Context: an optimization exercise on an open-source flow, tuned for small area, a short achievable clock period and few clock cycles. The choices shown serve that exercise and are no tape-out recipe.
Only simulation tests tie the RTL to the original design; equivalence was not proved.
No activity file was given, so power comes from the tool's default toggle rates.

==> flow/design.v <==
module b91_tab (
    input  wire [6:0] idx,
    output reg  [7:0] chr
);
    always @(*) begin
        case (idx)
            7'd0: chr = 8'h41;
            7'd1: chr = 8'h42;
            7'd2: chr = 8'h43;
            7'd3: chr = 8'h44;
            7'd4: chr = 8'h45;
            7'd5: chr = 8'h46;
            7'd6: chr = 8'h47;
            7'd7: chr = 8'h48;
            7'd8: chr = 8'h49;
            7'd9: chr = 8'h4A;
            7'd10: chr = 8'h4B;
            7'd11: chr = 8'h4C;
            7'd12: chr = 8'h4D;
            7'd13: chr = 8'h4E;
            7'd14: chr = 8'h4F;
            7'd15: chr = 8'h50;
            7'd16: chr = 8'h51;
            7'd17: chr = 8'h52;
            7'd18: chr = 8'h53;
            7'd19: chr = 8'h54;
            7'd20: chr = 8'h55;
            7'd21: chr = 8'h56;
            7'd22: chr = 8'h57;
            7'd23: chr = 8'h58;
            7'd24: chr = 8'h59;
            7'd25: chr = 8'h5A;
            7'd26: chr = 8'h61;
            7'd27: chr = 8'h62;
            7'd28: chr = 8'h63;
            7'd29: chr = 8'h64;
            7'd30: chr = 8'h65;
            7'd31: chr = 8'h66;
            7'd32: chr = 8'h67;
            7'd33: chr = 8'h68;
            7'd34: chr = 8'h69;
            7'd35: chr = 8'h6A;
            7'd36: chr = 8'h6B;
            7'd37: chr = 8'h6C;
            7'd38: chr = 8'h6D;
            7'd39: chr = 8'h6E;
            7'd40: chr = 8'h6F;
            7'd41: chr = 8'h70;
            7'd42: chr = 8'h71;
            7'd43: chr = 8'h72;
            7'd44: chr = 8'h73;
            7'd45: chr = 8'h74;
            7'd46: chr = 8'h75;
            7'd47: chr = 8'h76;
            7'd48: chr = 8'h77;
            7'd49: chr = 8'h78;
            7'd50: chr = 8'h79;
            7'd51: chr = 8'h7A;
            7'd52: chr = 8'h30;
            7'd53: chr = 8'h31;
            7'd54: chr = 8'h32;
            7'd55: chr = 8'h33;
            7'd56: chr = 8'h34;
            7'd57: chr = 8'h35;
            7'd58: chr = 8'h36;
            7'd59: chr = 8'h37;
            7'd60: chr = 8'h38;
            7'd61: chr = 8'h39;
            7'd62: chr = 8'h21;
            7'd63: chr = 8'h23;
            7'd64: chr = 8'h24;
            7'd65: chr = 8'h25;
            7'd66: chr = 8'h26;
            7'd67: chr = 8'h28;
            7'd68: chr = 8'h29;
            7'd69: chr = 8'h2A;
            7'd70: chr = 8'h2B;
            7'd71: chr = 8'h2C;
            7'd72: chr = 8'h2E;
            7'd73: chr = 8'h2F;
            7'd74: chr = 8'h3A;
            7'd75: chr = 8'h3B;
            7'd76: chr = 8'h3C;
            7'd77: chr = 8'h3D;
            7'd78: chr = 8'h3E;
            7'd79: chr = 8'h3F;
            7'd80: chr = 8'h40;
            7'd81: chr = 8'h5B;
            7'd82: chr = 8'h5D;
            7'd83: chr = 8'h5E;
            7'd84: chr = 8'h5F;
            7'd85: chr = 8'h60;
            7'd86: chr = 8'h7B;
            7'd87: chr = 8'h7C;
            7'd88: chr = 8'h7D;
            7'd89: chr = 8'h7E;
            7'd90: chr = 8'h22;
            default: chr = 8'h00;
        endcase
    end
endmodule
module b91_idx (
    input  wire [7:0] chr,
    output reg  [6:0] idx,
    output reg        valid
);
    always @(*) begin
        valid = 1'b1;
        case (chr)
            8'h41: idx = 7'd0;
            8'h42: idx = 7'd1;
            8'h43: idx = 7'd2;
            8'h44: idx = 7'd3;
            8'h45: idx = 7'd4;
            8'h46: idx = 7'd5;
            8'h47: idx = 7'd6;
            8'h48: idx = 7'd7;
            8'h49: idx = 7'd8;
            8'h4A: idx = 7'd9;
            8'h4B: idx = 7'd10;
            8'h4C: idx = 7'd11;
            8'h4D: idx = 7'd12;
            8'h4E: idx = 7'd13;
            8'h4F: idx = 7'd14;
            8'h50: idx = 7'd15;
            8'h51: idx = 7'd16;
            8'h52: idx = 7'd17;
            8'h53: idx = 7'd18;
            8'h54: idx = 7'd19;
            8'h55: idx = 7'd20;
            8'h56: idx = 7'd21;
            8'h57: idx = 7'd22;
            8'h58: idx = 7'd23;
            8'h59: idx = 7'd24;
            8'h5A: idx = 7'd25;
            8'h61: idx = 7'd26;
            8'h62: idx = 7'd27;
            8'h63: idx = 7'd28;
            8'h64: idx = 7'd29;
            8'h65: idx = 7'd30;
            8'h66: idx = 7'd31;
            8'h67: idx = 7'd32;
            8'h68: idx = 7'd33;
            8'h69: idx = 7'd34;
            8'h6A: idx = 7'd35;
            8'h6B: idx = 7'd36;
            8'h6C: idx = 7'd37;
            8'h6D: idx = 7'd38;
            8'h6E: idx = 7'd39;
            8'h6F: idx = 7'd40;
            8'h70: idx = 7'd41;
            8'h71: idx = 7'd42;
            8'h72: idx = 7'd43;
            8'h73: idx = 7'd44;
            8'h74: idx = 7'd45;
            8'h75: idx = 7'd46;
            8'h76: idx = 7'd47;
            8'h77: idx = 7'd48;
            8'h78: idx = 7'd49;
            8'h79: idx = 7'd50;
            8'h7A: idx = 7'd51;
            8'h30: idx = 7'd52;
            8'h31: idx = 7'd53;
            8'h32: idx = 7'd54;
            8'h33: idx = 7'd55;
            8'h34: idx = 7'd56;
            8'h35: idx = 7'd57;
            8'h36: idx = 7'd58;
            8'h37: idx = 7'd59;
            8'h38: idx = 7'd60;
            8'h39: idx = 7'd61;
            8'h21: idx = 7'd62;
            8'h23: idx = 7'd63;
            8'h24: idx = 7'd64;
            8'h25: idx = 7'd65;
            8'h26: idx = 7'd66;
            8'h28: idx = 7'd67;
            8'h29: idx = 7'd68;
            8'h2A: idx = 7'd69;
            8'h2B: idx = 7'd70;
            8'h2C: idx = 7'd71;
            8'h2E: idx = 7'd72;
            8'h2F: idx = 7'd73;
            8'h3A: idx = 7'd74;
            8'h3B: idx = 7'd75;
            8'h3C: idx = 7'd76;
            8'h3D: idx = 7'd77;
            8'h3E: idx = 7'd78;
            8'h3F: idx = 7'd79;
            8'h40: idx = 7'd80;
            8'h5B: idx = 7'd81;
            8'h5D: idx = 7'd82;
            8'h5E: idx = 7'd83;
            8'h5F: idx = 7'd84;
            8'h60: idx = 7'd85;
            8'h7B: idx = 7'd86;
            8'h7C: idx = 7'd87;
            8'h7D: idx = 7'd88;
            8'h7E: idx = 7'd89;
            8'h22: idx = 7'd90;
            default: begin idx = 7'd0; valid = 1'b0; end
        endcase
    end
endmodule
module codec (
    input  wire        clk,
    input  wire        rst,
    input  wire        cmd_valid,
    output wire        cmd_ready,
    input  wire [15:0] cmd,
    output wire        out_valid,
    output wire [7:0]  out_data,
    output wire [31:0] status,
    output wire [31:0] cfg
);
    localparam PH_IDLE   = 2'd0;
    localparam PH_ACTIVE = 2'd1;
    localparam PH_DONE   = 2'd2;
    localparam PH_FAULT  = 2'd3;
    localparam S_IDLE = 3'd0;
    localparam S_EXEC = 3'd1;
    localparam S_DIV  = 3'd2;
    localparam S_EMIT = 3'd3;
    localparam S_SEP0 = 3'd4;
    localparam S_SEP1 = 3'd5;
    localparam M_B02 = 3'd0;
    localparam M_B08 = 3'd1;
    localparam M_B10 = 3'd2;
    localparam M_B16 = 3'd3;
    localparam M_B32 = 3'd4;
    localparam M_B85 = 3'd6;
    localparam M_B91 = 3'd7;
    reg [2:0]  state;
    reg [15:0] cw;           
    reg [31:0] acc;
    reg [4:0]  cnt;
    reg [2:0]  gcnt;
    reg [11:0] lpos;
    reg [6:0]  pend;
    reg        pendv;
    reg        padseen;
    reg        dir;
    reg [2:0]  mode;
    reg [11:0] llen;
    reg [7:0]  sep0;
    reg [7:0]  sep1;
    reg [1:0]  seplen;
    reg [1:0]  phase;
    reg        cmderr;
    reg [1:0]  cecode;
    reg        fsticky;
    reg [2:0]  fcode;
    reg [7:0]  fchar;
    reg [63:0] ubuf;         
    reg [3:0]  un;           
    reg [3:0]  uidx;         
    reg        utext;        
    reg [31:0] dw;           
    reg [2:0]  dpos;         
    assign cmd_ready = (state == S_IDLE);
    assign status = {4'd0, dir, mode, fchar, 5'd0, fcode, 2'd0, fsticky,
                     cecode, cmderr, phase};
    assign cfg    = {sep1, sep0, 2'd0, seplen, llen};
    wire       is_open   = (cw[15:4] == 12'h100);
    wire       is_push   = (cw[15:8] == 8'h20);
    wire       is_flush  = (cw == 16'h3000);
    wire       is_setll  = (cw[15:12] == 4'h4);
    wire       is_setsep = (cw[15:9] == 7'b0101_000);
    wire [7:0] ch        = cw[7:0];
    wire skip_common = (ch == 8'h00) || (ch == 8'h09) || (ch == 8'h0A) ||
                       (ch == 8'h0D) || (ch == 8'h20);
    wire skip_extra  = (mode <= M_B32) && ((ch == 8'h2C) || (ch == 8'h2D));
    wire skip_ch     = skip_common || skip_extra;
    reg [4:0] dval;
    always @(*) begin
        if (ch >= 8'h30 && ch <= 8'h39)      dval = ch[4:0] - 5'd16;
        else if (ch >= 8'h41 && ch <= 8'h46) dval = ch[4:0] + 5'd9;
        else if (ch >= 8'h61 && ch <= 8'h66) dval = ch[4:0] + 5'd9;
        else                                 dval = 5'd31;
    end
    reg [4:0] idx32;
    reg       ok32;
    always @(*) begin
        ok32  = 1'b1;
        idx32 = 5'd0;
        if (ch >= 8'h41 && ch <= 8'h5A)      idx32 = ch[4:0] - 5'd1;
        else if (ch >= 8'h32 && ch <= 8'h37) idx32 = ch[4:0] + 5'd8;
        else                                 ok32  = 1'b0;
    end
    wire [6:0] idx91;
    wire       ok91;
    b91_idx u_b91_idx (.chr(ch), .idx(idx91), .valid(ok91));
    reg  [13:0] b91v;
    wire [13:0] b91_lo = b91v % 14'd91;
    wire [13:0] b91_hi = b91v / 14'd91;
    wire [7:0]  b91_c0;
    wire [7:0]  b91_c1;
    b91_tab u_b91_tab0 (.idx(b91_lo[6:0]), .chr(b91_c0));
    b91_tab u_b91_tab1 (.idx(b91_hi[6:0]), .chr(b91_c1));
    reg [31:0] p85_sel;
    reg [2:0]  p85_k;
    always @(*) begin
        case (p85_k)
            3'd0:    p85_sel = 32'd52200625;
            3'd1:    p85_sel = 32'd614125;
            3'd2:    p85_sel = 32'd7225;
            3'd3:    p85_sel = 32'd85;
            default: p85_sel = 32'd1;
        endcase
    end
    reg [31:0] n_acc;
    reg [4:0]  n_cnt;
    reg [2:0]  n_gcnt;
    reg        n_lpos_clr;
    reg [6:0]  n_pend;
    reg        n_pendv;
    reg        n_padseen;
    reg        n_dir;
    reg [2:0]  n_mode;
    reg [11:0] n_llen;
    reg [7:0]  n_sep0;
    reg [7:0]  n_sep1;
    reg [1:0]  n_seplen;
    reg [1:0]  n_phase;
    reg [1:0]  err_code;     
    reg        flt;          
    reg [2:0]  flt_code;
    reg [7:0]  flt_char;
    reg [63:0] e_buf;
    reg [3:0]  e_n;
    reg        e_text;
    reg        e_div;        
    reg [31:0] e_divw;
    reg [31:0] a;
    reg [4:0]  c;
    reg [3:0]  k;
    reg [9:0]  rv;
    reg [3:0]  rw;
    reg [4:0]  rr;
    reg [13:0] v91;
    reg [2:0]  g;
    integer    j;
    reg [4:0] b32i0, b32i1;
    wire [7:0] b32c0 = (b32i0 < 5'd26) ? (8'h41 + {3'd0, b32i0}) : (8'h18 + {3'd0, b32i0});
    wire [7:0] b32c1 = (b32i1 < 5'd26) ? (8'h41 + {3'd0, b32i1}) : (8'h18 + {3'd0, b32i1});
    always @(*) begin
        n_acc      = acc;
        n_cnt      = cnt;
        n_gcnt     = gcnt;
        n_lpos_clr = 1'b0;
        n_pend     = pend;
        n_pendv    = pendv;
        n_padseen  = padseen;
        n_dir      = dir;
        n_mode     = mode;
        n_llen     = llen;
        n_sep0     = sep0;
        n_sep1     = sep1;
        n_seplen   = seplen;
        n_phase    = phase;
        err_code   = 2'd0;
        flt        = 1'b0;
        flt_code   = 3'd0;
        flt_char   = 8'd0;
        e_buf      = 64'd0;
        e_n        = 4'd0;
        e_text     = 1'b0;
        e_div      = 1'b0;
        e_divw     = 32'd0;
        a          = 32'd0;
        c          = 5'd0;
        k          = 4'd0;
        rv         = 10'd0;
        rw         = 4'd0;
        rr         = 5'd0;
        v91        = 14'd0;
        g          = 3'd0;
        b32i0      = 5'd0;
        b32i1      = 5'd0;
        b91v       = 14'd0;
        p85_k      = gcnt;
        if (is_open) begin
            if (phase == PH_ACTIVE) begin
                err_code = 2'd2;
            end else if (cw[2:0] == 3'd5) begin
                err_code = 2'd3;
            end else begin
                n_dir      = cw[3];
                n_mode     = cw[2:0];
                n_acc      = 32'd0;
                n_cnt      = 5'd0;
                n_gcnt     = 3'd0;
                n_lpos_clr = 1'b1;
                n_pend     = 7'd0;
                n_pendv    = 1'b0;
                n_padseen  = 1'b0;
                n_phase    = PH_ACTIVE;
            end
        end else if (is_push) begin
            if (phase != PH_ACTIVE) begin
                err_code = 2'd2;
            end else if (!dir) begin
                e_text = 1'b1;
                case (mode)
                    M_B02: begin
                        for (j = 0; j < 8; j = j + 1)
                            e_buf[8*j +: 8] = 8'h30 + {7'd0, ch[7-j]};
                        e_n = 4'd8;
                    end
                    M_B08: begin
                        e_buf[7:0]   = 8'h30 + {6'd0, ch[7:6]};
                        e_buf[15:8]  = 8'h30 + {5'd0, ch[5:3]};
                        e_buf[23:16] = 8'h30 + {5'd0, ch[2:0]};
                        e_n = 4'd3;
                    end
                    M_B10: begin
                        e_buf[7:0]   = 8'h30 + (ch / 8'd100);
                        e_buf[15:8]  = 8'h30 + ((ch / 8'd10) % 8'd10);
                        e_buf[23:16] = 8'h30 + (ch % 8'd10);
                        e_n = 4'd3;
                    end
                    M_B16: begin
                        e_buf[7:0]  = (ch[7:4] < 4'd10) ? (8'h30 + {4'd0, ch[7:4]})
                                                        : (8'h37 + {4'd0, ch[7:4]});
                        e_buf[15:8] = (ch[3:0] < 4'd10) ? (8'h30 + {4'd0, ch[3:0]})
                                                        : (8'h37 + {4'd0, ch[3:0]});
                        e_n = 4'd2;
                    end
                    M_B32: begin
                        a = {acc[23:0], ch};
                        c = cnt + 5'd8;
                        b32i0 = a >> (c - 5'd5);
                        c = c - 5'd5;
                        e_n = 4'd1;
                        if (c >= 5'd5) begin
                            b32i1 = a >> (c - 5'd5);
                            c = c - 5'd5;
                            e_n = 4'd2;
                        end
                        e_buf[7:0]  = b32c0;
                        e_buf[15:8] = b32c1;
                        n_cnt  = c;
                        n_acc  = a & ((32'd1 << c) - 32'd1);
                        n_gcnt = gcnt + e_n[2:0];
                    end
                    M_B85: begin
                        a = {acc[23:0], ch};
                        if (gcnt == 3'd3) begin
                            if (a == 32'd0) begin
                                e_buf[7:0] = 8'h7A;    
                                e_n = 4'd1;
                            end else begin
                                e_div  = 1'b1;
                                e_divw = a;
                                e_n    = 4'd5;
                            end
                            n_acc  = 32'd0;
                            n_gcnt = 3'd0;
                        end else begin
                            n_acc  = a;
                            n_gcnt = gcnt + 3'd1;
                        end
                    end
                    M_B91: begin
                        a = acc | ({24'd0, ch} << cnt);
                        c = cnt + 5'd8;
                        if (c >= 5'd14) begin
                            if (a[12:0] > 13'd88) begin
                                b91v = {1'b0, a[12:0]};
                                a = a >> 13;
                                c = c - 5'd13;
                            end else begin
                                b91v = a[13:0];
                                a = a >> 14;
                                c = c - 5'd14;
                            end
                            e_buf[7:0]  = b91_c0;
                            e_buf[15:8] = b91_c1;
                            e_n = 4'd2;
                        end
                        n_acc = a;
                        n_cnt = c;
                    end
                    default: ;
                endcase
            end else begin
                if (mode == M_B32 && padseen) begin
                end else if (skip_ch) begin
                end else begin
                    case (mode)
                        M_B02, M_B08, M_B10, M_B16: begin
                            case (mode)
                                M_B02:   begin rr = 5'd2;  rw = 4'd8; end
                                M_B08:   begin rr = 5'd8;  rw = 4'd3; end
                                M_B10:   begin rr = 5'd10; rw = 4'd3; end
                                default: begin rr = 5'd16; rw = 4'd2; end
                            endcase
                            rv = acc[9:0] * rr + {5'd0, dval};
                            if (dval >= rr) begin
                                flt = 1'b1; flt_code = 3'd1; flt_char = ch;
                            end else if ({1'b0, gcnt} + 4'd1 == rw) begin
                                if (rv > 10'd255) begin
                                    flt = 1'b1; flt_code = 3'd5; flt_char = ch;
                                end else begin
                                    e_buf[7:0] = rv[7:0];
                                    e_n    = 4'd1;
                                    n_acc  = 32'd0;
                                    n_gcnt = 3'd0;
                                end
                            end else begin
                                n_acc  = {22'd0, rv};
                                n_gcnt = gcnt + 3'd1;
                            end
                        end
                        M_B32: begin
                            if (ch == 8'h3D) begin
                                n_padseen = 1'b1;
                            end else if (!ok32) begin
                                flt = 1'b1; flt_code = 3'd1; flt_char = ch;
                            end else begin
                                a = {acc[26:0], idx32};
                                c = cnt + 5'd5;
                                if (c >= 5'd8) begin
                                    e_buf[7:0] = a >> (c - 5'd8);
                                    e_n = 4'd1;
                                    c = c - 5'd8;
                                end
                                n_cnt = c;
                                n_acc = a & ((32'd1 << c) - 32'd1);
                            end
                        end
                        M_B85: begin
                            if (ch == 8'h7A) begin
                                if (gcnt == 3'd0) begin
                                    e_n = 4'd4;    
                                end else begin
                                    flt = 1'b1; flt_code = 3'd2; flt_char = ch;
                                end
                            end else if (ch < 8'd33 || ch > 8'd117) begin
                                flt = 1'b1; flt_code = 3'd1; flt_char = ch;
                            end else begin
                                a = acc + (ch - 8'd33) * p85_sel;
                                if (gcnt == 3'd4) begin
                                    e_buf[7:0]   = a[31:24];
                                    e_buf[15:8]  = a[23:16];
                                    e_buf[23:16] = a[15:8];
                                    e_buf[31:24] = a[7:0];
                                    e_n    = 4'd4;
                                    n_acc  = 32'd0;
                                    n_gcnt = 3'd0;
                                end else begin
                                    n_acc  = a;
                                    n_gcnt = gcnt + 3'd1;
                                end
                            end
                        end
                        M_B91: begin
                            if (!ok91) begin
                                flt = 1'b1; flt_code = 3'd1; flt_char = ch;
                            end else if (!pendv) begin
                                n_pend  = idx91;
                                n_pendv = 1'b1;
                            end else begin
                                v91 = {7'd0, pend} + idx91 * 14'd91;
                                a = acc | ({18'd0, v91} << cnt);
                                c = cnt + ((v91[12:0] > 13'd88) ? 5'd13 : 5'd14);
                                e_buf[7:0] = a[7:0];
                                a = a >> 8;
                                c = c - 5'd8;
                                e_n = 4'd1;
                                if (c > 5'd7) begin
                                    e_buf[15:8] = a[7:0];
                                    a = a >> 8;
                                    c = c - 5'd8;
                                    e_n = 4'd2;
                                end
                                n_acc   = a;
                                n_cnt   = c;
                                n_pend  = 7'd0;
                                n_pendv = 1'b0;
                            end
                        end
                        default: ;
                    endcase
                end
            end
        end else if (is_flush) begin
            if (phase != PH_ACTIVE) begin
                err_code = 2'd2;
            end else begin
                n_phase = PH_DONE;
                if (!dir) begin
                    e_text = 1'b1;
                    case (mode)
                        M_B32: begin
                            k = 4'd0;
                            g = gcnt;
                            if (cnt != 5'd0) begin
                                b32i0 = acc[4:0] << (5'd5 - cnt);
                                e_buf[7:0] = b32c0;
                                k = 4'd1;
                                g = g + 3'd1;
                            end
                            for (j = 0; j < 8; j = j + 1) begin
                                if (g != 3'd0) begin
                                    e_buf[8*k +: 8] = 8'h3D;    
                                    k = k + 4'd1;
                                    g = g + 3'd1;
                                end
                            end
                            e_n    = k;
                            n_acc  = 32'd0;
                            n_cnt  = 5'd0;
                            n_gcnt = 3'd0;
                        end
                        M_B85: begin
                            if (gcnt != 3'd0) begin
                                e_div  = 1'b1;
                                e_divw = acc << (6'd8 * (3'd4 - gcnt));
                                e_n    = {1'b0, gcnt} + 4'd1;
                            end
                            n_acc  = 32'd0;
                            n_gcnt = 3'd0;
                        end
                        M_B91: begin
                            if (cnt != 5'd0) begin
                                b91v = acc[13:0];
                                e_buf[7:0]  = b91_c0;
                                e_buf[15:8] = b91_c1;
                                e_n = (cnt >= 5'd8 || acc >= 32'd91) ? 4'd2 : 4'd1;
                            end
                            n_acc = 32'd0;
                            n_cnt = 5'd0;
                        end
                        default: ;    
                    endcase
                end else begin
                    case (mode)
                        M_B32: begin
                            if (cnt != 5'd0 && acc != 32'd0) begin
                                flt = 1'b1; flt_code = 3'd4; flt_char = 8'd0;
                            end else begin
                                n_acc = 32'd0;
                                n_cnt = 5'd0;
                            end
                        end
                        M_B85: begin
                            if (gcnt == 3'd1) begin
                                flt = 1'b1; flt_code = 3'd3; flt_char = 8'd0;
                            end else begin
                                if (gcnt >= 3'd2) begin
                                    p85_k = gcnt - 3'd1;
                                    a = acc + p85_sel;
                                    e_buf[7:0]   = a[31:24];
                                    e_buf[15:8]  = a[23:16];
                                    e_buf[23:16] = a[15:8];
                                    e_n = {1'b0, gcnt} - 4'd1;
                                end
                                n_acc  = 32'd0;
                                n_gcnt = 3'd0;
                            end
                        end
                        M_B91: begin
                            if (pendv) begin
                                a = acc | ({25'd0, pend} << cnt);
                                e_buf[7:0] = a[7:0];
                                e_n = 4'd1;
                            end
                            n_pend  = 7'd0;
                            n_pendv = 1'b0;
                            n_acc   = 32'd0;
                            n_cnt   = 5'd0;
                        end
                        default: begin    
                            n_acc  = 32'd0;
                            n_gcnt = 3'd0;
                        end
                    endcase
                end
            end
        end else if (is_setll) begin
            if (phase == PH_ACTIVE) err_code = 2'd2;
            else                    n_llen = cw[11:0];
        end else if (is_setsep) begin
            if (phase == PH_ACTIVE) begin
                err_code = 2'd2;
            end else if (cw[8]) begin
                n_sep1   = ch;
                n_seplen = 2'd2;
            end else begin
                n_sep0   = ch;
                n_seplen = 2'd1;
            end
        end else begin
            err_code = 2'd1;
        end
    end
    wire [7:0]  div_digit = dw % 32'd85;
    wire        framed    = utext && (llen != 12'd0);
    wire        line_end  = framed && (lpos + 12'd1 == llen);
    wire        last_unit = (uidx + 4'd1 == un);
    always @(posedge clk) begin
        if (rst) begin
            state   <= S_IDLE;
            cw      <= 16'd0;
            acc     <= 32'd0;
            cnt     <= 5'd0;
            gcnt    <= 3'd0;
            lpos    <= 12'd0;
            pend    <= 7'd0;
            pendv   <= 1'b0;
            padseen <= 1'b0;
            dir     <= 1'b0;
            mode    <= 3'd0;
            llen    <= 12'd0;
            sep0    <= 8'h0A;
            sep1    <= 8'h00;
            seplen  <= 2'd1;
            phase   <= PH_IDLE;
            cmderr  <= 1'b0;
            cecode  <= 2'd0;
            fsticky <= 1'b0;
            fcode   <= 3'd0;
            fchar   <= 8'd0;
            ubuf    <= 64'd0;
            un      <= 4'd0;
            uidx    <= 4'd0;
            utext   <= 1'b0;
            dw      <= 32'd0;
            dpos    <= 3'd0;
        end else begin
            case (state)
                S_IDLE: begin
                    if (cmd_valid) begin
                        cw    <= cmd;
                        state <= S_EXEC;
                    end
                end
                S_EXEC: begin
                    if (err_code != 2'd0) begin
                        if (!cmderr) begin
                            cmderr <= 1'b1;
                            cecode <= err_code;
                        end
                        state <= S_IDLE;
                    end else if (flt) begin
                        phase   <= PH_FAULT;
                        fcode   <= flt_code;
                        fchar   <= flt_char;
                        fsticky <= 1'b1;
                        state   <= S_IDLE;
                    end else begin
                        acc     <= n_acc;
                        cnt     <= n_cnt;
                        gcnt    <= n_gcnt;
                        pend    <= n_pend;
                        pendv   <= n_pendv;
                        padseen <= n_padseen;
                        dir     <= n_dir;
                        mode    <= n_mode;
                        llen    <= n_llen;
                        sep0    <= n_sep0;
                        sep1    <= n_sep1;
                        seplen  <= n_seplen;
                        phase   <= n_phase;
                        if (is_open) begin
                            fcode <= 3'd0;
                            fchar <= 8'd0;
                        end
                        if (n_lpos_clr)
                            lpos <= 12'd0;
                        ubuf  <= e_buf;
                        un    <= e_n;
                        uidx  <= 4'd0;
                        utext <= e_text;
                        if (e_div) begin
                            dw    <= e_divw;
                            dpos  <= 3'd4;
                            state <= S_DIV;
                        end else if (e_n != 4'd0) begin
                            state <= S_EMIT;
                        end else begin
                            state <= S_IDLE;
                        end
                    end
                end
                S_DIV: begin
                    ubuf[8*dpos +: 8] <= 8'd33 + div_digit;
                    dw   <= dw / 32'd85;
                    dpos <= dpos - 3'd1;
                    if (dpos == 3'd0)
                        state <= S_EMIT;
                end
                S_EMIT: begin
                    if (line_end) begin
                        lpos  <= 12'd0;
                        state <= S_SEP0;
                    end else begin
                        if (framed)
                            lpos <= lpos + 12'd1;
                        uidx <= uidx + 4'd1;
                        if (last_unit)
                            state <= S_IDLE;
                    end
                end
                S_SEP0: begin
                    if (seplen == 2'd2) begin
                        state <= S_SEP1;
                    end else begin
                        uidx <= uidx + 4'd1;
                        state <= last_unit ? S_IDLE : S_EMIT;
                    end
                end
                S_SEP1: begin
                    uidx <= uidx + 4'd1;
                    state <= last_unit ? S_IDLE : S_EMIT;
                end
                default: state <= S_IDLE;
            endcase
        end
    end
    assign out_valid = (state == S_EMIT) || (state == S_SEP0) || (state == S_SEP1);
    assign out_data  = (state == S_SEP0) ? sep0 :
                       (state == S_SEP1) ? sep1 :
                       ubuf[8*uidx[2:0] +: 8];
endmodule
==> flow/run.sh <==
#!/bin/bash
# synth_recipe.tcl (not shown) runs the flow's synth.tcl, then flattens the netlist and writes it again
# the make line also repeats each setting of config.mk as NAME=value (left out here)
make -C /OpenROAD-flow-scripts/flow DESIGN_CONFIG=/design/flow/config.mk WORK_HOME=/design/flow/orfs CLKGATE_MAP_FILE= SYNTH_SCRIPT=/design/flow/synth_recipe.tcl finish
==> flow/config.mk <==
export PLATFORM = sky130hd
export DESIGN_NAME = codec
export DESIGN_NICKNAME = codec
export VERILOG_FILES = /design/flow/design.v
export SDC_FILE = /design/flow/constraint.sdc
export NUM_CORES = 4
export LEC_CHECK = 0
export CAP_MARGIN = 20
export CORE_MARGIN = 2
export CORE_UTILIZATION = 40
export SLEW_MARGIN = 20
==> flow/constraint.sdc <==
create_clock -name core_clock -period 24.0 [get_ports {clk}]
set_input_delay 4.8000 -clock core_clock [delete_from_list [all_inputs] [get_ports {clk}]]
set_output_delay 4.8000 -clock core_clock [all_outputs]
set_load 0.01 [all_outputs]
==> run summary <==
-- power by group through the flow --
stage | sequential [uW] | combinational, uW | clock [uW]
after floorplan | 425 | 1090 | 0
after global placement | 427 | 1990 | 0
after detailed placement | 427 | 1990 | 0
after CTS | 418 | 2000 | 575
after global routing | 418 | 2200 | 589
final | 418 | 2140 | 567
-- sequential cells by signal, indices dropped and copies added, names as in the netlist, 8 cells and up, named ones only --
name / flops
dw: 32
lpos: 12
sep1: 8
fchar: 8
ubuf: 64
acc: 32
cw: 16
sep0: 8
llen: 12
-- cell usage in the layout (no fill, tap or decap), drive strengths merged, types with 56 or more instances in the layout --
cell and count:
nor2 854, nand2 763, a21oi 682, o21ai 526, inv 428, ha 332, buf 297, dfxtp 247
xnor2 240, nand3 215, mux2i 203, nor3 195, fa 166, o22ai 102, a31oi 98, a221oi 96
a22oi 90, xor2 90, o211ai 86, a211oi 86, nor2b 80, clkdlybuf4s50 78, nand2b 72, and2 70
a21o 69, and3 60, o21a 56, mux2 56
-- area by class of cell --
type,count,area (um2)
flip-flops and latches,247,4960
multi-input cells,6156,43100
diodes,1,2.50
repair buffers,377,3040
clock buffers,44,950
fillers,13000,70100
inverters,433,1630
well taps,1650,2060
clock inverters,19,235
-- timing repair --
item | 4_1_cts | 5_1_grt
gates cloned | 1 | 1
endpoints found under the setup margin | 64 | 65
pin swaps | 1 | 29
hold buffers | 0 | 0
gates resized for setup | 11 | 112
endpoints found under the hold margin | 0 | 0
setup buffers | 3 | 33
-- worst min-delay path: stages (launching register included) --
cell	delay, ps
dfxtp_1	310
nand2_1	50
o21ai_1	50
-- layer usage --
metal / GRT usage (%) / vias up
li1: - / 26500
met1: 45.1 / 27700
met2: 50.7 / 3054
met3: 7.27 / 716
met4: 18.0 / 6
met5: 0 / -
-- cells by family after synthesis --
family | share of synthesized area [%]
AND/OR/NAND/NOR | 23.4
AO/OA/AOI/OAI | 31.2
buffers and inverters | 7.42
adder cells (fa/ha/maj) | 14.8
XOR/XNOR | 5.87
multiplexers | 7.56
flip-flops | 9.71
other | 0.0147
-- metrics by stage --
stage / power (uW) / std cells
floorplan: 1510 / 7367
global placement: 2410 / 8824
detailed placement: 2420 / 8825
CTS: 3000 / 8892
global route: 3210 / 8926
finish: 3120 / 8927
-- worst paths after layout --
path	depth (start not counted)	endpoint	slack, ps
max	88	ubuf[61]	1190
min	2	ubuf[55]	450
max reg2reg	88	ubuf[61]	1190
min reg2reg	2	ubuf[55]	450
==> impl_metrics.yaml <==
outcome:
  status: "timing/DRC/antenna clean"
synthesis:
  avgSynthCellArea_um2: 6.93
  yosys.cell_types.count: 135
  netlist_area_mm2: 0.0509
  synth.area.top_cells: "dfxtp_1, ha_1, a21oi_1, fa_1, nor2_1"
  synth_edf_count: 0
  netlist_top_cells_count: "nor2_1, nand2_1, a21oi_1"
  synth_top_area_share_pct: 9.71
  ys.warnings.count: 3
  synth_ff_type: "dfxtp_1"
  async_flop_share_pct: 0
  yosys.area.top_type: "dfxtp_1"
  synth_cells: 7355
  synth-seq-area-share_pct: 9.71
  yosysMostFrequentCell: "nor2_1"
  ys_ff_latch: 247
job:
  maxCapViolCount: 0
worst_setup_path:
  endpoint_kind: "flip-flop"
  path_buf_inv: 7
  cpPeakStageDelay_ps: 600
  crit_type: "flip-flop to flip-flop"
  worst-path-max-fanout: 15
  crit_path_start_kind: "flip-flop"
  critPathRequiredTime_ps: 24430
  crit_arrival_ps: 23240
  crit_path_start: "dw[25]"
  crit_top_cell: "buf_4"
  cp_slowest_cell: "or4_4"
  r2r_start: "dw[25]"
  cp_top_family: "compound AO/OA/AOI/OAI gates"
cts:
  cts_tree: "done"
  clk_latency_ps: 620
  numCtsBuffers: 35
  numClockSinks: 247
  ctsLongestPathBuffers: 3
  root_buffer: "clkbuf_16"
  htreeDepth: 2
  path_clk_slew_ps: 60
global_routing:
  antenna_found_initial: 7
  grt_pass1_vias: 53600
  overflow: 0
  track_usage_pct: 33.8
  grt_pass1_wl_um: 342000
  grt_max_degree: 120
timing:
  period_needed_ps: 22810
  holdWs_ps: 451
  final.setup_skew_ps: 58.4
  drv_slew: 0
  postLayoutSetupSlackWorst_ps: 1190
  worstMarginPinSlew_ps: 1310
  setup_viol: 0
  timing.fmax_mhz: 43.8
  slew_headroom_pct: 11.7
  fin_tns_setup_ps: 0
  finalCritPeriodShare_pct: 95.0
  hold_viol: 0
routing:
  drc: 0
  drt-vias-per-instance: 6.50
  top_layer: "met5"
  ant_nets: 0
  drt_iter0_drc: 7549
  wl_um: 230000
  route.detailed.wl_per_inst_um: 25.7
  dr_wl_met2_um: 96700
  routedLengthMet1_um: 95300
  wl_met3_um: 23000
  firstDrtPassIters: 7
  vias: 58000
finish:
  area_delta_synth_final_pct: 9.88
  fin_util_pct: 44.4
  nets: 7767
  design_area_mm2: 0.0560
  drive_gt1_share_pct: 10.1
floorplan:
  die-width_um: 361
  num_rows: 130
  start_util_pct: 40.4
  ios: 93
  core_mm2: 0.126
  dieArea_mm2: 0.130
  die_y_um: 361
min_path:
  hold_class: "flip-flop to flip-flop"
  min_from: "ubuf[55]"
placed_design:
  dp_hpwl_um: 171000
  dp_slack_ps: -618
  gp_congestion: 1.07
  postPlaceCellArea_mm2: 0.0538
  port_buffers: 79
power_and_ir_drop:
  powerDensity_mw_per_mm2: 55.8
  p_int_uw: 1310
  leakage_uw: 0.0217
  switchingPower_uw: 1810
  p_clk_share_pct: 18.2
  combPwrFrac_pct: 68.5
  vdd_ir_drop_max_mv: 0.225
  swShare_pct: 58.0
  p_seq_share_pct: 13.4
Testbench counts, summed over its fixed seeds: cycles 27,211.

==> port drivers added, routing unchanged <==
The flow's constraints put no driver on any port. The routed layout listed below was extracted and timed again, unchanged, in two steps. Step 1 sets driving cells, clkbuf_16 on the clock port and buf_2 on the other inputs (assumed; they add their load-dependent delay and slew). Step 2 adds t to the input delays and takes it off the output delays; t is the mean of the earliest and latest rising clock arrival at the registers after step 1. Input paths then give back, and output paths get back, about the clock's delay inside the block. a / b / c = no drivers / after step 1 / after step 2; a / b = the first two.
t (ns): 0.671
setup WS [ns]: 1.193 / 1.193 / 1.193
clock arrival spread, ns: 0.058 / 0.058
worst data-port slew with drivers (ns): 0.06
pins driven straight from the clock port: 1
After both steps this run still meets setup and hold. The setup slack of this run moves by 0.000 ns with the drivers and by 0.000 ns with both steps.
